What follows belongs to an exercise in optimizing a design on an open flow for small area, a short achievable clock period and few clock cycles; a production flow would make more cautious choices.
At most, simulation tests tie the RTL to the original design; equivalence was not proved.
Function not checked in runs 1 and 2: the RTL went through the layout flow alone.
Power and IR drop assume default switching activity.

==> flow/run.sh <==
#!/bin/bash
# synth_recipe.tcl (not shown) runs the flow's synth.tcl, then flattens the netlist and writes it again
# the make line also repeats each setting of config.mk as NAME=value (left out here)
make -C /OpenROAD-flow-scripts/flow DESIGN_CONFIG=/design/flow/config.mk WORK_HOME=/design/flow/orfs CLKGATE_MAP_FILE= SYNTH_SCRIPT=/design/flow/synth_recipe.tcl finish
==> flow/config.mk <==
export PLATFORM = sky130hd
export DESIGN_NAME = hpng_core
export DESIGN_NICKNAME = hpng_core
export VERILOG_FILES = /design/flow/design.v
export SDC_FILE = /design/flow/constraint.sdc
export NUM_CORES = 4
export LEC_CHECK = 0
export CAP_MARGIN = 20
export CORE_MARGIN = 2
export CORE_UTILIZATION = 45
export PLACE_DENSITY = 0.6
export SETUP_SLACK_MARGIN = 4
export SLEW_MARGIN = 20
==> flow/constraint.sdc <==
create_clock -name core_clock -period 10.0 [get_ports {clk}]
set_input_delay 2.0000 -clock core_clock [delete_from_list [all_inputs] [get_ports {clk}]]
set_output_delay 2.0000 -clock core_clock [all_outputs]
set_load 0.01 [all_outputs]
==> flow/design.v <==
module hpng_core (
    input  wire         clk,
    input  wire         rst,
    input  wire         h_req,
    input  wire         h_we,
    input  wire         h_size,
    input  wire [31:0]  h_addr,
    input  wire [31:0]  h_wdata,
    output reg  [31:0]  h_rdata,
    output reg          h_err,
    output wire         irq,
    output reg          cph_req,
    output reg          cph_dec,
    output wire [127:0] cph_key,
    output reg  [127:0] cph_blk,
    input  wire         cph_ack,
    input  wire [127:0] cph_rdata,
    output reg          rng_req,
    output wire [31:0]  rng_bound,
    input  wire         rng_ack,
    input  wire [31:0]  rng_val
);
    localparam [15:0] NBLK    = 16'd2;
    localparam        BUF_CAP = 32;
    localparam        CAR_CAP = 256;
    localparam [3:0] OP_NOP = 4'h0, OP_ENCB = 4'h1, OP_DECB = 4'h2, OP_PAD = 4'h3,
                     OP_UNPAD = 4'h4, OP_ENC = 4'h5, OP_DEC = 4'h6, OP_EMBED = 4'h7,
                     OP_EXTRACT = 4'h8, OP_HIDE = 4'h9, OP_REVEAL = 4'hA;
    localparam [3:0] E_OK = 4'h0, E_KEY = 4'h1, E_CTLEN = 4'h3, E_PADDING = 4'h4,
                     E_SMALL = 4'h5, E_MISSING = 4'h6, E_ILLEGAL = 4'h8,
                     E_RANGE = 4'h9, E_OFFSET = 4'hA;
    localparam [2:0] S_IDLE = 3'd0,
                     S_EXEC = 3'd1,    
                     S_BLK  = 3'd2,    
                     S_ENC  = 3'd3,    
                     S_EMB  = 3'd4,    
                     S_DEC  = 3'd5,    
                     S_COPY = 3'd6;    
    reg [31:0] msg_len, ct_len, car_len, offset;
    reg [31:0] cmd;
    reg        busy, done, off_valid, len_valid, busywr, done_ie;
    reg [3:0]  errcode;
    reg [3:0]  keymask;
    reg [31:0] key0, key1, key2, key3;
    reg [31:0] blkin0, blkin1, blkin2, blkin3;
    reg [31:0] blkout0, blkout1, blkout2, blkout3;
    reg [8*BUF_CAP-1:0] msg_buf;
    reg [8*BUF_CAP-1:0] ct_buf;
    reg [8*CAR_CAP-1:0] car_buf;
    assign cph_key = {key3, key2, key1, key0};
    assign irq     = done & done_ie;
    wire in_reg = (h_addr[31:8] == 24'h000000);
    wire in_msg = (h_addr[31:5] == 27'h0000800);    
    wire in_ct  = (h_addr[31:5] == 27'h0001000);    
    wire in_car = (h_addr[31:8] == 24'h800000);     
    wire in_win = in_msg | in_ct | in_car;
    wire bus_err = !(in_reg | in_win) ||
                   (in_reg && (!h_size || h_addr[1:0] != 2'b00)) ||
                   (in_win && h_size && h_addr[1:0] != 2'b00);
    wire       acc_ok   = h_req && !bus_err;
    wire       wr_ok    = acc_ok && h_we;
    wire [7:0] reg_off  = h_addr[7:0];
    wire       wr_ctl   = in_reg && (reg_off == 8'h10 || reg_off == 8'h14);
    wire       wr_do    = wr_ok && (!busy || wr_ctl);
    wire       wr_drop  = wr_ok && busy && !wr_ctl;
    wire [31:0] status_word = {7'd0, busywr, 2'd0, len_valid, off_valid, keymask,
                               4'd0, errcode, 6'd0, done, busy};
    reg [31:0] reg_rdata;
    always @(*) begin
        case (reg_off)
            8'h00: reg_rdata = 32'h48504E47;
            8'h04: reg_rdata = {16'd0, NBLK};
            8'h08: reg_rdata = CAR_CAP;
            8'h0C: reg_rdata = cmd;
            8'h10: reg_rdata = status_word;
            8'h14: reg_rdata = {31'd0, done_ie};
            8'h18: reg_rdata = msg_len;
            8'h1C: reg_rdata = ct_len;
            8'h20: reg_rdata = car_len;
            8'h24: reg_rdata = offset;
            8'h40: reg_rdata = blkin0;
            8'h44: reg_rdata = blkin1;
            8'h48: reg_rdata = blkin2;
            8'h4C: reg_rdata = blkin3;
            8'h50: reg_rdata = blkout0;
            8'h54: reg_rdata = blkout1;
            8'h58: reg_rdata = blkout2;
            8'h5C: reg_rdata = blkout3;
            default: reg_rdata = 32'd0;
        endcase
    end
    wire [31:0] msg_word = msg_buf[32*h_addr[4:2] +: 32];
    wire [31:0] ct_word  = ct_buf[32*h_addr[4:2] +: 32];
    wire [31:0] car_word = car_buf[32*h_addr[7:2] +: 32];
    wire [31:0] win_word = in_msg ? msg_word : in_ct ? ct_word : car_word;
    wire [7:0]  win_byte = win_word[8*h_addr[1:0] +: 8];
    wire [31:0] win_rdata = h_size ? win_word : {24'd0, win_byte};
    always @(posedge clk) begin
        if (h_req) begin
            h_err   <= bus_err;
            h_rdata <= in_reg ? reg_rdata : win_rdata;
        end
    end
    reg [2:0]   state;
    reg [5:0]   c_r;       
    reg         bi;        
    reg         last_bi;   
    reg         pass_a;    
    reg [3:0]   code;      
    wire [3:0] op = cmd[3:0];
    wire       cmd_wr    = wr_do && in_reg && reg_off == 8'h0C;
    wire [3:0] c_op      = h_wdata[3:0];
    wire       illegal   = (h_wdata[31:4] != 28'd0) || (c_op > OP_REVEAL);
    wire       needs_key = (c_op == OP_ENCB) || (c_op == OP_DECB) || (c_op == OP_ENC) ||
                           (c_op == OP_DEC) || (c_op == OP_HIDE) || (c_op == OP_REVEAL);
    wire       needs_ol  = (c_op == OP_EMBED) || (c_op == OP_EXTRACT) || (c_op == OP_REVEAL);
    wire       uses_msg  = (c_op == OP_PAD) || (c_op == OP_ENC) || (c_op == OP_HIDE);
    wire       uses_ct   = (c_op == OP_UNPAD) || (c_op == OP_DEC) || (c_op == OP_EMBED) ||
                           (c_op == OP_EXTRACT) || (c_op == OP_REVEAL);
    wire       uses_car  = (c_op == OP_EMBED) || (c_op == OP_EXTRACT) || (c_op == OP_HIDE) ||
                           (c_op == OP_REVEAL);
    wire       is_decr   = (c_op == OP_DEC) || (c_op == OP_REVEAL);
    wire       msg_big   = msg_len > BUF_CAP - 1;
    wire       ct_big    = ct_len  > BUF_CAP;
    wire       car_big   = car_len > CAR_CAP;
    wire       range_bad = (uses_msg && msg_big) || (uses_ct && ct_big) || (uses_car && car_big);
    wire       ctlen_bad = (ct_len == 32'd0) || (ct_len[3:0] != 4'd0);
    wire [5:0] hide_c    = msg_len[4] ? 6'd32 : 6'd16;      
    wire [8:0] hide_bits = {hide_c, 3'b000};
    wire [8:0] ct_bits   = {ct_len[5:0], 3'b000};
    wire [8:0] car_s     = car_len[8:0];
    wire       hsmall    = hide_bits > car_s;
    wire       csmall    = ct_bits > car_s;
    wire       small_bad = (c_op == OP_HIDE) ? hsmall : csmall;
    wire [8:0] room      = car_s - ct_bits;
    wire       off_bad   = (offset > {23'd0, room});
    wire [8:0] hide_b    = car_s - hide_bits;                
    reg [3:0] chk_code;
    always @(*) begin
        if (illegal)                              chk_code = E_ILLEGAL;
        else if (needs_key && keymask != 4'hF)    chk_code = E_KEY;
        else if (needs_ol && !(off_valid && len_valid)) chk_code = E_MISSING;
        else if (range_bad)                       chk_code = E_RANGE;
        else if (is_decr && ctlen_bad)            chk_code = E_CTLEN;
        else if (uses_car && small_bad)           chk_code = E_SMALL;
        else if (needs_ol && off_bad)             chk_code = E_OFFSET;
        else                                      chk_code = E_OK;
    end
    wire chk_ok = (chk_code == E_OK);
    assign rng_bound = {23'd0, hide_b};
    wire [4:0]   m5 = msg_len[4:0];
    wire [7:0]   pv = {3'd0, 5'd16 - {1'b0, msg_len[3:0]}};
    wire [255:0] pmsg;
    genvar gi;
    generate
        for (gi = 0; gi < 32; gi = gi + 1) begin : g_pad
            assign pmsg[8*gi +: 8] = (gi < m5) ? msg_buf[8*gi +: 8] : pv;
        end
    endgenerate
    wire [255:0] car_lsb;
    wire [255:0] ct_rev;
    generate
        for (gi = 0; gi < 256; gi = gi + 1) begin : g_lsb
            assign car_lsb[gi] = car_buf[8*gi];
            assign ct_rev[gi]  = ct_buf[255 - gi];
        end
    endgenerate
    wire         emb_mode = (state == S_EMB) || (state == S_EXEC && op == OP_EMBED);
    wire [7:0]   sh       = offset[7:0];
    wire [255:0] sh_in    = emb_mode ? ct_rev : car_lsb;
    wire [255:0] sh_out   = sh_in >> sh;
    wire [255:0] y        = sh_out;
    wire [255:0] emb_bits;
    generate
        for (gi = 0; gi < 256; gi = gi + 1) begin : g_rev
            assign emb_bits[gi] = sh_out[255 - gi];
        end
    endgenerate
    wire [8:0]   emb_end = {1'b0, sh} + {c_r, 3'b000};
    wire [255:0] emb_mask;
    generate
        for (gi = 0; gi < 256; gi = gi + 1) begin : g_mask
            assign emb_mask[gi] = (gi >= sh) && (gi < emb_end);
        end
    endgenerate
    wire [5:0] cl      = ct_len[5:0];
    wire [7:0] up_last = ct_buf[8*(cl - 6'd1) +: 8];
    wire [5:0] up_m    = cl - up_last[5:0];
    reg        up_ok;
    integer    t;
    always @(*) begin
        up_ok = (cl != 6'd0) && (up_last >= 8'd1) && (up_last <= 8'd16) &&
                (up_last <= {2'd0, cl});
        for (t = 0; t < 32; t = t + 1)
            if (t >= up_m && t < cl && ct_buf[8*t +: 8] != up_last) up_ok = 1'b0;
    end
    reg        up_ok_r;
    reg [5:0]  up_m_r;
    always @(posedge clk) begin
        up_ok_r <= up_ok;
        up_m_r  <= up_m;
    end
    wire [7:0] ind = cph_rdata[127:120];
    reg        q_ok;
    always @(*) begin
        q_ok = (ind >= 8'd1) && (ind <= 8'd16);
        for (t = 0; t < 16; t = t + 1)
            if (t >= 16 - ind && cph_rdata[8*t +: 8] != ind) q_ok = 1'b0;
    end
    wire [4:0] q_keep = 5'd16 - ind[4:0];        
    wire is_reveal = (op == OP_REVEAL);
    wire ack_enc   = (state == S_ENC) && cph_ack;
    wire ack_dec   = (state == S_DEC) && cph_ack;
    wire dec_ok    = ack_dec && (!pass_a || q_ok);
    wire exec_ok   = (state == S_EXEC) && (code == E_OK);
    wire do_unpad  = exec_ok && op == OP_UNPAD && up_ok_r;
    wire do_copy   = (state == S_COPY) ||
                     (ack_dec && is_reveal && (!pass_a || q_ok));
    wire do_emb    = (exec_ok && op == OP_EMBED) || (state == S_EMB && !rng_req);
    always @(posedge clk) begin
        if (rst) begin
            msg_len   <= 32'd0;
            ct_len    <= 32'd0;
            car_len   <= 32'd0;
            offset    <= 32'd0;
            cmd       <= 32'd0;
            busy      <= 1'b0;
            done      <= 1'b0;
            errcode   <= 4'd0;
            keymask   <= 4'd0;
            off_valid <= 1'b0;
            len_valid <= 1'b0;
            busywr    <= 1'b0;
            done_ie   <= 1'b0;
            key0 <= 32'd0; key1 <= 32'd0; key2 <= 32'd0; key3 <= 32'd0;
            blkin0 <= 32'd0; blkin1 <= 32'd0; blkin2 <= 32'd0; blkin3 <= 32'd0;
            blkout0 <= 32'd0; blkout1 <= 32'd0; blkout2 <= 32'd0; blkout3 <= 32'd0;
            state     <= S_IDLE;
            cph_req   <= 1'b0;
            cph_dec   <= 1'b0;
            rng_req   <= 1'b0;
        end else begin
            if (wr_drop)
                busywr <= 1'b1;
            if (wr_do && in_reg) begin
                case (reg_off)
                    8'h10: begin
                        if (h_wdata[1])  done   <= 1'b0;
                        if (h_wdata[24]) busywr <= 1'b0;
                    end
                    8'h14: done_ie <= h_wdata[0];
                    8'h18: msg_len <= h_wdata;
                    8'h1C: begin ct_len <= h_wdata; len_valid <= 1'b1; end
                    8'h20: car_len <= h_wdata;
                    8'h24: begin offset <= h_wdata; off_valid <= 1'b1; end
                    8'h30: begin key0 <= h_wdata; keymask[0] <= 1'b1; end
                    8'h34: begin key1 <= h_wdata; keymask[1] <= 1'b1; end
                    8'h38: begin key2 <= h_wdata; keymask[2] <= 1'b1; end
                    8'h3C: begin key3 <= h_wdata; keymask[3] <= 1'b1; end
                    8'h40: blkin0 <= h_wdata;
                    8'h44: blkin1 <= h_wdata;
                    8'h48: blkin2 <= h_wdata;
                    8'h4C: blkin3 <= h_wdata;
                    default: ;
                endcase
            end
            if (cmd_wr) begin
                cmd     <= h_wdata;
                busy    <= 1'b1;
                done    <= 1'b0;
                errcode <= 4'd0;
                code    <= chk_code;
                c_r     <= (c_op == OP_PAD || c_op == OP_ENC || c_op == OP_HIDE) ?
                           hide_c : ct_len[5:0];
                bi      <= 1'b0;
                last_bi <= (c_op == OP_PAD || c_op == OP_ENC || c_op == OP_HIDE) ?
                           msg_len[4] : (ct_len[5:0] > 6'd16);
                pass_a  <= 1'b1;
                state   <= S_EXEC;
                if (chk_ok) begin
                    case (c_op)
                        OP_ENCB, OP_DECB: begin
                            cph_req <= 1'b1;
                            cph_dec <= (c_op == OP_DECB);
                            cph_blk <= {blkin3, blkin2, blkin1, blkin0};
                            state   <= S_BLK;
                        end
                        OP_PAD: begin
                            cph_blk <= pmsg[127:0];
                            state   <= S_COPY;
                        end
                        OP_EXTRACT: begin
                            cph_blk <= y[127:0];
                            state   <= S_COPY;
                        end
                        OP_ENC, OP_HIDE: begin
                            cph_req <= 1'b1;
                            cph_dec <= 1'b0;
                            cph_blk <= pmsg[127:0];
                            state   <= S_ENC;
                            if (c_op == OP_HIDE) begin
                                offset <= 32'd0;
                                if (hide_b != 9'd0)
                                    rng_req <= 1'b1;
                            end
                        end
                        OP_DEC: begin
                            cph_req <= 1'b1;
                            cph_dec <= 1'b1;
                            cph_blk <= ct_len[5] ? ct_buf[255:128] : ct_buf[127:0];
                            bi      <= ct_len[5];
                            state   <= S_DEC;
                        end
                        OP_REVEAL: begin
                            cph_req <= 1'b1;
                            cph_dec <= 1'b1;
                            cph_blk <= ct_len[5] ? y[255:128] : y[127:0];
                            bi      <= ct_len[5];
                            state   <= S_DEC;
                        end
                        default: ;
                    endcase
                end
            end
            if (rng_req && rng_ack) begin
                rng_req <= 1'b0;
                offset  <= rng_val;
            end
            case (state)
                S_IDLE: ;
                S_EXEC: begin
                    if (code == E_OK) begin
                        if (op == OP_UNPAD && up_ok_r)
                            msg_len <= {26'd0, up_m_r};
                    end
                    errcode <= (code == E_OK && op == OP_UNPAD && !up_ok_r) ? E_PADDING : code;
                    busy    <= 1'b0;
                    done    <= 1'b1;
                    state   <= S_IDLE;
                end
                S_COPY: begin
                    if (bi != last_bi) begin
                        bi      <= 1'b1;
                        cph_blk <= (op == OP_PAD) ? pmsg[255:128] : y[255:128];
                    end else begin
                        if (op == OP_PAD) begin
                            ct_len    <= {26'd0, c_r};
                            len_valid <= 1'b1;
                        end
                        errcode <= code;
                        busy    <= 1'b0;
                        done    <= 1'b1;
                        state   <= S_IDLE;
                    end
                end
                S_BLK: begin
                    if (cph_ack) begin
                        cph_req <= 1'b0;
                        {blkout3, blkout2, blkout1, blkout0} <= cph_rdata;
                        errcode <= code;
                        busy    <= 1'b0;
                        done    <= 1'b1;
                        state   <= S_IDLE;
                    end
                end
                S_ENC: begin
                    if (cph_ack) begin
                        if (bi != last_bi) begin
                            bi      <= 1'b1;
                            cph_blk <= pmsg[255:128];
                        end else begin
                            cph_req   <= 1'b0;
                            ct_len    <= {26'd0, c_r};
                            len_valid <= 1'b1;
                            if (op == OP_HIDE) begin
                                state <= S_EMB;
                            end else begin
                                errcode <= code;
                                busy    <= 1'b0;
                                done    <= 1'b1;
                                state   <= S_IDLE;
                            end
                        end
                    end
                end
                S_EMB: begin
                    if (!rng_req) begin
                        off_valid <= 1'b1;
                        errcode   <= code;
                        busy      <= 1'b0;
                        done      <= 1'b1;
                        state     <= S_IDLE;
                    end
                end
                S_DEC: begin
                    if (cph_ack) begin
                        if (bi)
                            cph_blk <= is_reveal ? y[127:0] : ct_buf[127:0];
                        if (pass_a && !q_ok) begin
                            cph_req <= 1'b0;
                            errcode <= E_PADDING;
                            busy    <= 1'b0;
                            done    <= 1'b1;
                            state   <= S_IDLE;
                        end else begin
                            if (pass_a)
                                msg_len <= {26'd0, c_r - {1'b0, ind[4:0]}};
                            pass_a <= 1'b0;
                            if (bi) begin
                                bi      <= 1'b0;
                            end else begin
                                cph_req <= 1'b0;
                                errcode <= code;
                                busy    <= 1'b0;
                                done    <= 1'b1;
                                state   <= S_IDLE;
                            end
                        end
                    end
                end
                default: state <= S_IDLE;
            endcase
        end
    end
    wire host_buf_wr = wr_do && in_win;
    integer b;
    always @(posedge clk) begin
        for (b = 0; b < BUF_CAP; b = b + 1) begin
            if (host_buf_wr && in_msg &&
                (h_size ? ((b >> 2) == h_addr[4:2]) : (b == h_addr[4:0])))
                msg_buf[8*b +: 8] <= h_size ? h_wdata[8*(b % 4) +: 8] : h_wdata[7:0];
            else if (do_unpad && b < up_m_r)
                msg_buf[8*b +: 8] <= ct_buf[8*b +: 8];
            else if (dec_ok && (b >> 4) == bi &&
                     (!pass_a || (b % 16) < q_keep))
                msg_buf[8*b +: 8] <= cph_rdata[8*(b % 16) +: 8];
            if (host_buf_wr && in_ct &&
                (h_size ? ((b >> 2) == h_addr[4:2]) : (b == h_addr[4:0])))
                ct_buf[8*b +: 8] <= h_size ? h_wdata[8*(b % 4) +: 8] : h_wdata[7:0];
            else if (ack_enc && (b >> 4) == bi)
                ct_buf[8*b +: 8] <= cph_rdata[8*(b % 16) +: 8];
            else if (do_copy && (b >> 4) == bi && b < c_r)
                ct_buf[8*b +: 8] <= cph_blk[8*(b % 16) +: 8];
        end
        for (b = 0; b < CAR_CAP; b = b + 1) begin
            if (host_buf_wr && in_car &&
                (h_size ? ((b >> 2) == h_addr[7:2]) : (b == h_addr[7:0])))
                car_buf[8*b +: 8] <= h_size ? h_wdata[8*(b % 4) +: 8] : h_wdata[7:0];
            else if (do_emb && emb_mask[b])
                car_buf[8*b] <= emb_bits[b];
        end
    end
endmodule
==> results of run 1 <==
per-layer routing:
layer	GRT overflow	global-route usage
met5	119	0.666
met4	3888	0.908
met3	749	0.843
met2	9639	1.05
met1	706	0.910
cell families after synthesis:
logic type | count (synthesis) | share of synthesized area
AO/OA/AOI/OAI | 5588 | 0.176
XOR/XNOR | 415 | 0.0175
adder cells (fa/ha/maj) | 53 | 0.00337
buffers and inverters | 2096 | 0.0412
flip-flops | 3305 | 0.450
multiplexers | 2755 | 0.201
other | 1 | 0.0000180
AND/OR/NAND/NOR | 5378 | 0.111
through the flow:
step,hold slack (ps),worst slack [ps]
after floorplan,430,4000
after global placement,442,768
after detailed placement,442,1850
after CTS,451,3940
how the worst max path moves through the flow:
stage,start,slack (ps),endpoint,cells after the start
3_3_place_gp,ct_len[1],770,up_ok_r,17
3_5_place_dp,cph_rdata[123],1850,ct_buf[87],13
2_1_floorplan,cph_rdata[121],4000,ct_buf[128],16
4_1_cts,h_addr[7],3940,msg_buf[251],9
synthesized netlist by cell type, drive strengths merged (43+ instances only):
cell type / count / area (sq um)
a222oi: 126 / 1260
a22oi: 182 / 1370
edfxtp: 2734 / 82100
a21oi: 1835 / 9190
mux2i: 1203 / 12000
a221oi: 131 / 1160
o2111ai: 59 / 523
mux2: 462 / 5210
o221ai: 171 / 1500
a211oi: 530 / 3980
ha: 48 / 601
buf: 571 / 2840
mux4: 1090 / 24500
a2111oi: 47 / 443
nand2b: 51 / 319
xor2: 136 / 1190
nand4: 66 / 413
o21a: 43 / 323
o31ai: 79 / 593
nor4: 144 / 932
xnor2: 279 / 2440
nand2: 2452 / 9210
o211ai: 220 / 1660
or3: 64 / 400
a31oi: 134 / 838
o22ai: 276 / 1730
nand3: 261 / 1310
and3: 149 / 932
a221o: 83 / 831
inv: 155 / 582
and2: 179 / 1120
nor3: 163 / 816
nor2b: 140 / 876
o21ai: 971 / 4870
clkbuf: 1360 / 5110
dfxtp: 571 / 11400
nor2: 1596 / 5990
a22o: 75 / 657
a211o: 61 / 534
o211a: 64 / 641
a21o: 119 / 893
power groups by stage:
stage                     Combinational, mW  Sequential (mW)  Clock, mW
after global placement                 2.55             15.3          0
after floorplan                        1.11             15.3          0
after CTS                              2.66             15.0       14.2
after detailed placement               2.60             15.3          0
timing repair:
action,in CTS
resized for setup,322
cloned,9
setup buffers,80
pin swaps,42
setup endpoints to repair,1899
==> impl_results.md, run 1 <==
* Status: aborted with a tool error
* Stage reached: global routing
* Log Error: [ERROR GRT-0116] Global routing finished with congestion. Check the congestion regions in the DRC Viewer.
* Root buf cell: clkbuf_16
* EDFF count, synth at 2734
* Die Y-Extent at 684 um
* # H-tree levels at 5
* Chip Width at 684 um
* Gate Count Post-Synth at 19.6k
* CTS sink count at 3305
* Netlist Area Pre-Place at 208000 sq um
* Total grt overflow at 15.1k
* Post-CTS Hold Buffers at 0
* Async set-reset flop share out of synthesis at 0
* IO Port Bufs at 532
* Clock buffer depth at 4
* Initial core utilization at 0.452
* First-pass GRT wire length at 3020 mm
* Cts bufs inserted at 355
* Netlist cell types at 113
* Post-synthesis sequential area ratio at 0.450
* Row cnt at 249
* Vias in the first global route at 262k
* GRT Total Usage at 0.928
* Placed instance count at 25.9k
* DP Area at 227000 sq um
* Ys flop type: edfxtp_1
* Final HPWL DP at 1450 mm
* Largest net degree at the start of global routing at 210
* Synth Register Bits at 3305
* I/O Pins at 556
* Synth warnings at 1
* GPL Wtd Cong at 1.39
* Mean Syn Cell Area at 10.6 sq um
==> inputs of run 2 (changes only) <==
--- a/flow/config.mk
+++ b/flow/config.mk
@@ -7,7 +7,7 @@
 export LEC_CHECK = 0
 export CAP_MARGIN = 20
 export CORE_MARGIN = 2
-export CORE_UTILIZATION = 45
-export PLACE_DENSITY = 0.6
+export CORE_UTILIZATION = 33
+export PLACE_DENSITY = 0.5
 export SETUP_SLACK_MARGIN = 4
 export SLEW_MARGIN = 20
==> impl_results.md, run 2 <==
* Area share of fa/ha/maj cells after synthesis at 0.00337 (unchanged)
* Ys flop type: edfxtp_1
* GPL Wtd Cong at 1.24 (-11%)
* Synth top area share at 0.395 (unchanged)
* Netlist Area Pre-Place at 208000 sq um (unchanged)
* Chip Width at 798 um (+17%)
* EDFF count, synth at 2734 (unchanged)
* I/O Pins at 556 (unchanged)
* Post-Synth XOR/XNOR Area at 0.0175 (unchanged)
* Most common cell in the netlist: edfxtp_1
* Total grt overflow at 311
* Synth area leaders: edfxtp_1, mux4_2, mux2i_1, dfxtp_1, nand2_1
* IO Port Bufs at 532 (unchanged)
* Final HPWL DP at 1700 mm (+17%)
* GRT Total Usage at 0.736
* Most frequent cells after synthesis: edfxtp_1, nand2_1, a21oi_1, nor2_1, clkbuf_1
* Root buf cell: clkbuf_16
* Mean Syn Cell Area at 10.6 sq um (unchanged)
* Post-synthesis simple-gate area fraction at 0.111 (unchanged)
* First-pass GRT wire length at 3060 mm
* Combinational family with the most area after synthesis: multiplexers
* Gate Count Post-Synth at 19.6k (unchanged)
* Initial core utilization at 0.331 (-0.121)
* Async set-reset flop share out of synthesis at 0 (unchanged)
* # H-tree levels at 5 (unchanged)
* Row cnt at 291 (+17%)
* Die Y-Extent at 798 um (+17%)
* Post-CTS Hold Buffers at 0 (unchanged)
* Log Error: [ERROR GRT-0116] Global routing finished with congestion. Check the congestion regions in the DRC Viewer.
* Largest net degree at the start of global routing at 174
* Clock buffer depth at 4 (unchanged)
* Compound-gate portion of the synthesized area at 0.176 (unchanged)
* DP Area at 233000 sq um (+2.6%)
* Cell taking the most area after synthesis: edfxtp_1
* Status: aborted with a tool error
* CTS sink count at 3305 (unchanged)
* Stage reached: global routing
* Synth warnings at 1 (unchanged)
* Post-synthesis sequential area ratio at 0.450 (unchanged)
* Placed instance count at 28.3k (+9.5%)
* Mux share of post-synthesis cell area at 0.201 (unchanged)
* Synth Register Bits at 3305 (unchanged)
* Netlist cell types at 113 (unchanged)
* Cts bufs inserted at 369 (+3.9%)
* Vias in the first global route at 233k
## run 2: cell counts after synthesis
Identical to the previous run, type by type.
## run 2: metrics by stage
stage / power, mW / setup WS (ps)
2_1_floorplan: 16.4 / 4000
3_3_place_gp: 18.1 / 1420
3_5_place_dp: 18.2 / 1590
4_1_cts: 32.4 / 3920
## run 2: kinds of logic after synthesis
group                    after synthesis
XOR/XNOR                             415
flip-flops                          3305
multiplexers                        2755
AND/OR/NAND/NOR                     5378
buffers and inverters               2096
AO/OA/AOI/OAI                       5588
other                                  1
adder cells (fa/ha/maj)               53
## run 2: worst max path at each step
| stage | start | endpoint | slack (ps) | cells after the start |
|---|---|---|---|---|
| after floorplan | cph_rdata[121] | ct_buf[128] | 4000 | 16 |
| after global placement | cmd[0] | cph_blk[5] | 1420 | 16 |
| after detailed placement | h_addr[1] | ct_buf[87] | 1590 | 12 |
| after CTS | state[1] | cph_blk[34] | 3920 | 18 |
## run 2: what timing repair did
item	4_1_cts
cloned	9
buffers inserted	92
setup endpoints to repair	2730
endpoints found under the hold margin	0
pin swaps	51
resized for setup	414
## run 2: power by group through the flow
stage	combinational [mW]	clock [mW]	sequential, mW
floorplan	1.11	0	15.3
CTS	2.82	14.6	15.1
detailed placement	2.80	0	15.4
global placement	2.79	0	15.4
## run 2: routing by layer
metal / GRT usage / overflow
met1: 0.766 / 3
met2: 0.859 / 165
met3: 0.608 / 7
met4: 0.690 / 136
met5: 0.327 / 0
==> inputs of run 3 (changes only) <==
--- a/flow/design.v
+++ b/flow/design.v
@@ -34,8 +34,7 @@
                      S_BLK  = 3'd2,    
                      S_ENC  = 3'd3,    
                      S_EMB  = 3'd4,    
-                     S_DEC  = 3'd5,    
-                     S_COPY = 3'd6;    
+                     S_DEC  = 3'd5;    
     reg [31:0] msg_len, ct_len, car_len, offset;
     reg [31:0] cmd;
     reg        busy, done, off_valid, len_valid, busywr, done_ie;
@@ -89,20 +88,34 @@
             default: reg_rdata = 32'd0;
         endcase
     end
-    wire [31:0] msg_word = msg_buf[32*h_addr[4:2] +: 32];
-    wire [31:0] ct_word  = ct_buf[32*h_addr[4:2] +: 32];
-    wire [31:0] car_word = car_buf[32*h_addr[7:2] +: 32];
-    wire [31:0] win_word = in_msg ? msg_word : in_ct ? ct_word : car_word;
-    wire [7:0]  win_byte = win_word[8*h_addr[1:0] +: 8];
-    wire [31:0] win_rdata = h_size ? win_word : {24'd0, win_byte};
+    wire [7:0] win_idx  = h_addr[7:0];
+    wire [7:0] win_widx = {h_addr[7:2], 2'b00};
+    reg [31:0] win_rdata;
+    always @(*) begin
+        win_rdata = 32'd0;
+        if (in_msg) begin
+            if (h_size) win_rdata = msg_buf[8*win_widx[4:0] +: 32];
+            else        win_rdata = {24'd0, msg_buf[8*win_idx[4:0] +: 8]};
+        end else if (in_ct) begin
+            if (h_size) win_rdata = ct_buf[8*win_widx[4:0] +: 32];
+            else        win_rdata = {24'd0, ct_buf[8*win_idx[4:0] +: 8]};
+        end else begin
+            if (h_size) win_rdata = car_buf[8*win_widx +: 32];
+            else        win_rdata = {24'd0, car_buf[8*win_idx +: 8]};
+        end
+    end
     always @(posedge clk) begin
-        if (h_req) begin
+        if (rst) begin
+            h_rdata <= 32'd0;
+            h_err   <= 1'b0;
+        end else if (h_req) begin
             h_err   <= bus_err;
             h_rdata <= in_reg ? reg_rdata : win_rdata;
         end
     end
     reg [2:0]   state;
     reg [5:0]   c_r;       
+    reg [7:0]   o_r;       
     reg         bi;        
     reg         last_bi;   
     reg         pass_a;    
@@ -166,7 +179,7 @@
         end
     endgenerate
     wire         emb_mode = (state == S_EMB) || (state == S_EXEC && op == OP_EMBED);
-    wire [7:0]   sh       = offset[7:0];
+    wire [7:0]   sh       = (state == S_EMB) ? o_r : offset[7:0];
     wire [255:0] sh_in    = emb_mode ? ct_rev : car_lsb;
     wire [255:0] sh_out   = sh_in >> sh;
     wire [255:0] y        = sh_out;
@@ -194,12 +207,6 @@
         for (t = 0; t < 32; t = t + 1)
             if (t >= up_m && t < cl && ct_buf[8*t +: 8] != up_last) up_ok = 1'b0;
     end
-    reg        up_ok_r;
-    reg [5:0]  up_m_r;
-    always @(posedge clk) begin
-        up_ok_r <= up_ok;
-        up_m_r  <= up_m;
-    end
     wire [7:0] ind = cph_rdata[127:120];
     reg        q_ok;
     always @(*) begin
@@ -213,9 +220,10 @@
     wire ack_dec   = (state == S_DEC) && cph_ack;
     wire dec_ok    = ack_dec && (!pass_a || q_ok);
     wire exec_ok   = (state == S_EXEC) && (code == E_OK);
-    wire do_unpad  = exec_ok && op == OP_UNPAD && up_ok_r;
-    wire do_copy   = (state == S_COPY) ||
-                     (ack_dec && is_reveal && (!pass_a || q_ok));
+    wire do_pad    = exec_ok && op == OP_PAD;
+    wire do_unpad  = exec_ok && op == OP_UNPAD && up_ok;
+    wire do_ext    = (exec_ok && op == OP_EXTRACT) ||
+                     (ack_dec && pass_a && q_ok && is_reveal);
     wire do_emb    = (exec_ok && op == OP_EMBED) || (state == S_EMB && !rng_req);
     always @(posedge clk) begin
         if (rst) begin
@@ -238,6 +246,7 @@
             state     <= S_IDLE;
             cph_req   <= 1'b0;
             cph_dec   <= 1'b0;
+            cph_blk   <= 128'd0;
             rng_req   <= 1'b0;
         end else begin
             if (wr_drop)
@@ -272,9 +281,9 @@
                 code    <= chk_code;
                 c_r     <= (c_op == OP_PAD || c_op == OP_ENC || c_op == OP_HIDE) ?
                            hide_c : ct_len[5:0];
+                o_r     <= 8'd0;
                 bi      <= 1'b0;
-                last_bi <= (c_op == OP_PAD || c_op == OP_ENC || c_op == OP_HIDE) ?
-                           msg_len[4] : (ct_len[5:0] > 6'd16);
+                last_bi <= msg_len[4];
                 pass_a  <= 1'b1;
                 state   <= S_EXEC;
                 if (chk_ok) begin
@@ -285,24 +294,13 @@
                             cph_blk <= {blkin3, blkin2, blkin1, blkin0};
                             state   <= S_BLK;
                         end
-                        OP_PAD: begin
-                            cph_blk <= pmsg[127:0];
-                            state   <= S_COPY;
-                        end
-                        OP_EXTRACT: begin
-                            cph_blk <= y[127:0];
-                            state   <= S_COPY;
-                        end
                         OP_ENC, OP_HIDE: begin
                             cph_req <= 1'b1;
                             cph_dec <= 1'b0;
                             cph_blk <= pmsg[127:0];
                             state   <= S_ENC;
-                            if (c_op == OP_HIDE) begin
-                                offset <= 32'd0;
-                                if (hide_b != 9'd0)
-                                    rng_req <= 1'b1;
-                            end
+                            if (c_op == OP_HIDE && hide_b != 9'd0)
+                                rng_req <= 1'b1;
                         end
                         OP_DEC: begin
                             cph_req <= 1'b1;
@@ -324,35 +322,28 @@
             end
             if (rng_req && rng_ack) begin
                 rng_req <= 1'b0;
-                offset  <= rng_val;
+                o_r     <= rng_val[7:0];
             end
             case (state)
                 S_IDLE: ;
                 S_EXEC: begin
                     if (code == E_OK) begin
-                        if (op == OP_UNPAD && up_ok_r)
-                            msg_len <= {26'd0, up_m_r};
+                        case (op)
+                            OP_PAD: begin
+                                ct_len    <= {26'd0, c_r};
+                                len_valid <= 1'b1;
+                            end
+                            OP_UNPAD: begin
+                                if (up_ok) msg_len <= {26'd0, up_m};
+                            end
+                            default: ;
+                        endcase
                     end
-                    errcode <= (code == E_OK && op == OP_UNPAD && !up_ok_r) ? E_PADDING : code;
+                    errcode <= (code == E_OK && op == OP_UNPAD && !up_ok) ? E_PADDING : code;
                     busy    <= 1'b0;
                     done    <= 1'b1;
                     state   <= S_IDLE;
                 end
-                S_COPY: begin
-                    if (bi != last_bi) begin
-                        bi      <= 1'b1;
-                        cph_blk <= (op == OP_PAD) ? pmsg[255:128] : y[255:128];
-                    end else begin
-                        if (op == OP_PAD) begin
-                            ct_len    <= {26'd0, c_r};
-                            len_valid <= 1'b1;
-                        end
-                        errcode <= code;
-                        busy    <= 1'b0;
-                        done    <= 1'b1;
-                        state   <= S_IDLE;
-                    end
-                end
                 S_BLK: begin
                     if (cph_ack) begin
                         cph_req <= 1'b0;
@@ -385,6 +376,7 @@
                 end
                 S_EMB: begin
                     if (!rng_req) begin
+                        offset    <= {24'd0, o_r};
                         off_valid <= 1'b1;
                         errcode   <= code;
                         busy      <= 1'b0;
@@ -394,8 +386,6 @@
                 end
                 S_DEC: begin
                     if (cph_ack) begin
-                        if (bi)
-                            cph_blk <= is_reveal ? y[127:0] : ct_buf[127:0];
                         if (pass_a && !q_ok) begin
                             cph_req <= 1'b0;
                             errcode <= E_PADDING;
@@ -408,6 +398,7 @@
                             pass_a <= 1'b0;
                             if (bi) begin
                                 bi      <= 1'b0;
+                                cph_blk <= is_reveal ? y[127:0] : ct_buf[127:0];
                             end else begin
                                 cph_req <= 1'b0;
                                 errcode <= code;
@@ -422,31 +413,33 @@
             endcase
         end
     end
-    wire host_buf_wr = wr_do && in_win;
+    wire host_buf_wr = wr_do && in_win && !rst;
     integer b;
     always @(posedge clk) begin
         for (b = 0; b < BUF_CAP; b = b + 1) begin
             if (host_buf_wr && in_msg &&
                 (h_size ? ((b >> 2) == h_addr[4:2]) : (b == h_addr[4:0])))
                 msg_buf[8*b +: 8] <= h_size ? h_wdata[8*(b % 4) +: 8] : h_wdata[7:0];
-            else if (do_unpad && b < up_m_r)
+            else if (!rst && do_unpad && b < up_m)
                 msg_buf[8*b +: 8] <= ct_buf[8*b +: 8];
-            else if (dec_ok && (b >> 4) == bi &&
+            else if (!rst && dec_ok && (b >> 4) == bi &&
                      (!pass_a || (b % 16) < q_keep))
                 msg_buf[8*b +: 8] <= cph_rdata[8*(b % 16) +: 8];
             if (host_buf_wr && in_ct &&
                 (h_size ? ((b >> 2) == h_addr[4:2]) : (b == h_addr[4:0])))
                 ct_buf[8*b +: 8] <= h_size ? h_wdata[8*(b % 4) +: 8] : h_wdata[7:0];
-            else if (ack_enc && (b >> 4) == bi)
+            else if (!rst && do_pad && b < c_r)
+                ct_buf[8*b +: 8] <= pmsg[8*b +: 8];
+            else if (!rst && ack_enc && (b >> 4) == bi)
                 ct_buf[8*b +: 8] <= cph_rdata[8*(b % 16) +: 8];
-            else if (do_copy && (b >> 4) == bi && b < c_r)
-                ct_buf[8*b +: 8] <= cph_blk[8*(b % 16) +: 8];
+            else if (!rst && do_ext && b < c_r)
+                ct_buf[8*b +: 8] <= y[8*b +: 8];
         end
         for (b = 0; b < CAR_CAP; b = b + 1) begin
             if (host_buf_wr && in_car &&
                 (h_size ? ((b >> 2) == h_addr[7:2]) : (b == h_addr[7:0])))
                 car_buf[8*b +: 8] <= h_size ? h_wdata[8*(b % 4) +: 8] : h_wdata[7:0];
-            else if (do_emb && emb_mask[b])
+            else if (!rst && do_emb && emb_mask[b])
                 car_buf[8*b] <= emb_bits[b];
         end
     end
--- a/flow/config.mk
+++ b/flow/config.mk
@@ -7,7 +7,6 @@
 export LEC_CHECK = 0
 export CAP_MARGIN = 20
 export CORE_MARGIN = 2
-export CORE_UTILIZATION = 33
-export PLACE_DENSITY = 0.5
-export SETUP_SLACK_MARGIN = 4
+export CORE_UTILIZATION = 25
+export PLACE_DENSITY = 0.45
 export SLEW_MARGIN = 20
==> impl_results.md, run 3 <==
* Gate Count Post-Synth at 20.0k (+2.1%)
* Post-synthesis simple-gate area fraction at 0.125 (+0.0133)
* Drt drc at 0
* Met1 GRT Util at 0.610
* Slowest cell on crit path: ha_2
* Area Growth Syn to Fin at 26.5%
* Die ar. at 832000 sq um
* Hold path cells at 2
* Cell Pwr Density at 131 nW/um^2
* Initial antenna violation count at 863
* Mux share of post-synthesis cell area at 0.185 (-0.0162)
* Synth warnings at 1 (unchanged)
* First-pass GRT wire length at 2950 mm
* Max Fanout on Critical Path at 22
* CP startpoint kind: flop
* Combinational family with the most area after synthesis: compound AO/OA/AOI/OAI gates
* Area share of fa/ha/maj cells after synthesis at 0.00316 (-0.000212)
* Post-CTS Hold Buffers at 0 (unchanged)
* Async set-reset flop share out of synthesis at 0 (unchanged)
* Sequential cell area at 92000 sq um
* Largest net degree at the start of global routing at 96
* CTS tree: built
* Routed vias/inst at 7.30
* Crit. End Element: flop
* Reg2reg setup slack at 640 ps
* M3 GR Usage at 0.327
* Setup Fix Bufs, Post-CTS at 0 (-100%)
* Final Cycle Share at 0.936
* GRT met2 Usage at 0.744
* Row cnt at 333 (+14%)
* Post-Synth XOR/XNOR Area at 0.00951 (-0.00796)
* Initial core utilization at 0.251 (-0.0804)
* I/O Pins at 556 (unchanged)
* Vias in the first global route at 205k
* Worst-Skew Late Latency at 1300 ps
* IO Port Bufs at 508 (-4.5%)
* Tmin final at 9360 ps
* Worst flop-to-flop path startpoint: ct_len[0]
* Final HPWL DP at 1970 mm (+16%)
* Number of flip-flops under the largest register name at 2048
* Hold Crit Class: flop to flop
* SO Viols: antenna rules, capacitance limit, slew limit
* Highest clock rate at 0.107 GHz
* Critical path's largest stage delay at 960 ps
* Ys flop type: edfxtp_1
* Largest regs: car_buf: 2048 flops, ct_buf: 256 flops, msg_buf: 256 flops
* Leakage at 84.4 nW
* Relative slew slack at -0.115
* Total grt overflow at 0
* Nets@finish at 21.8k
* Crit path DAT at 10160 ps
* Commonest non-fill, non-tap cell in the layout: edfxtp_1
* Status: failed layout checks
* Most frequent cells after synthesis: edfxtp_1, nand2_1, nor2_1, a21oi_1, clkbuf_1
* Synth top area share at 0.376 (-0.0187)
* Number of cells on the worst reg-to-reg path at 28
* Post-synthesis sequential area ratio at 0.446 (-0.00326)
* Final TNS setup at 0 ps
* EDFF count, synth at 2581 (-5.6%)
* GPL Wtd Cong at 1.19 (-3.7%)
* Most used cell along the critical path: buf_4
* Share of layout cells above drive strength 1 at 0.243
* Kind of critical path: flop to flop
* Netlist cell types at 122 (+8.0%)
* Cts bufs inserted at 407 (+10%)
* RSZ-0062 raised after global routing: no
* # setup viols final at 0
* Core Util, Final at 0.317
* # H-tree levels at 5 (unchanged)
* Per-cell routed wire length at 72.5 um
* Die Y-Extent at 912 um (+14%)
* Gr busiest metal: met2
* Compound-gate portion of the synthesized area at 0.187 (+0.0109)
* Fill count at 85.0k
* Synth area leaders: edfxtp_1, mux4_2, dfxtp_1, mux2i_1, nand2_1
* Mean Syn Cell Area at 10.3 sq um (-2.9%)
* Cell taking the most area after synthesis: edfxtp_1
* Final Max Tran Viols at 20
* Clock transition at path regs at 60 ps
* Clock buffer depth at 4 (unchanged)
* Pre-antenna DRT Iters at 13
* Final Hold Vio Count at 0
* VDD IR max at 0.000185 V
* Netlist Area Pre-Place at 206000 sq um (-0.90%)
* Worst hold slack at 455 ps
* Most frequent cells in the layout: edfxtp_1, buf_4, nand2_1
* Resized cells post-CTS at 0 (-100%)
* R2r endpoint: msg_buf[136]
* Routed wire length at 2480 mm
* Core Region at 822000 sq um
* Area of the multi-input gates at 109000 sq um
* Hold Path End: blkout3[4]
* GRT Total Usage at 0.569
* CTS sink count at 3306 (+0.030%)
* Max Cap Violations at 3
* Chip Width at 912 um (+14%)
* Vias at 250k
* Fin Clk Skew at 264 ps
* Root buf cell: clkbuf_16
* Biggest register: car_buf
* Post-route ant nets at 3
* Hold Path Origin: blkout3[4]
* Initial DRC count at 51.3k
* Most common cell in the netlist: edfxtp_1
* Least-Margin Pin Slew at 1670 ps
* Worst path required time at 10800 ps
* Synth Register Bits at 3306 (+0.030%)
==> run 3: changes by cell type after synthesis, sizes merged, moves of 197 or more <==
cell    delta
a21oi    -362
o211ai   +254
nor2     +321
a211oi   -306
nand3    +344
mux2     -197
o21ai    +273
==> run 3: per-stage QoR <==
stage / instances / power [mW] / setup slack [ps] / instance area (sq um)
floorplan: 20027 / 16.1 / 2490 / 206000
global placement: 31990 / 17.9 / 1140 / 242000
detailed placement: 32003 / 17.9 / 1230 / 242000
CTS: 32755 / 33.9 / 1170 / 256000
global route: 33291 / 34.5 / 940 / 258000
finish: 34198 / 34.2 / 635 / 261000
==> run 3: worst max-delay path by stage <==
stage	start	end	cells past startpoint
floorplan	ct_len[0]	msg_buf[0]	34
finish	ct_len[0]	msg_buf[136]	28
global route	ct_len[0]	msg_buf[138]	29
CTS	ct_len[0]	msg_buf[136]	28
global placement	ct_len[0]	msg_buf[148]	29
detailed placement	ct_len[0]	msg_buf[150]	29
==> run 3: kinds of logic after synthesis <==
kind of cell	after synthesis
mux	2544
compound gates	5835
flops	3306
xor+xnor	223
simple gates	5846
other cells	1
buf+inv	2201
fa+ha+maj	49
==> run 3: critical path: cells and delay by family, from the launching register on <==
| kind | cells | cell delay (ps) |
|---|---|---|
| AO/OA/AOI/OAI | 8 | 2140 |
| buffers and inverters | 10 | 2050 |
| AND/OR/NAND/NOR | 5 | 1540 |
| adder cells (fa/ha/maj) | 2 | 1350 |
| multiplexers | 2 | 880 |
| flip-flops | 1 | 450 |
| XOR/XNOR | 1 | 300 |
==> run 3: metal layers <==
| metal | vias to the layer above | share of wire |
|---|---|---|
| met5 | - | 0.0028 |
| met4 | 149 | 0.13 |
| met3 | 9364 | 0.14 |
| met2 | 29163 | 0.38 |
| li1 | 82386 | - |
| met1 | 128676 | 0.34 |
==> run 3: cell type report <==
type                    instances  share of cell area
repair buffers               3152               0.108
multi-input cells           14520               0.417
well taps                   10887              0.0522
flip-flops and latches       3306               0.353
clock buffers                 496              0.0416
clock inverters               256              0.0121
inverters                     179             0.00274
diodes                       1402              0.0135
==> run 3: power by group <==
group	leakage, nW	internal [mW]	switching [mW]	total, mW
combinational	49.0	0.731	2.40	3.13
clock	6.77	8.96	7.34	16.3
sequential	28.6	14.8	0.00995	14.8
total	84.4	24.5	9.75	34.2
Testbench counts of run 3, summed over its fixed seeds: cycles 1,821.

==> port drivers added, routing unchanged <==
Ports are ideal in the flow. The routed layout listed here was re-timed in OpenROAD.
Step 1, drivers: a clkbuf_16 drives clk and a buf_2 each remaining input, both assumed.
Step 2 moves the port delays by t, midway between the first and last clock arrival at a register: inputs arrive t later, outputs are due t later. That takes back most of the time a late clock gives input paths.
Slacks: no drivers / after step 1 / after step 2; pairs: no drivers / after step 1.
run: run 3
shift t [ns]: 1.325
setup WS [ns]: 0.635 / 0.635 / 0.481
hold slack, ns: 0.455 / 0.455 / 0.455
pins driven straight from the clock port: 1
For run 3, drivers alone change the setup slack by 0.000 ns; drivers and shift together by -0.154 ns.
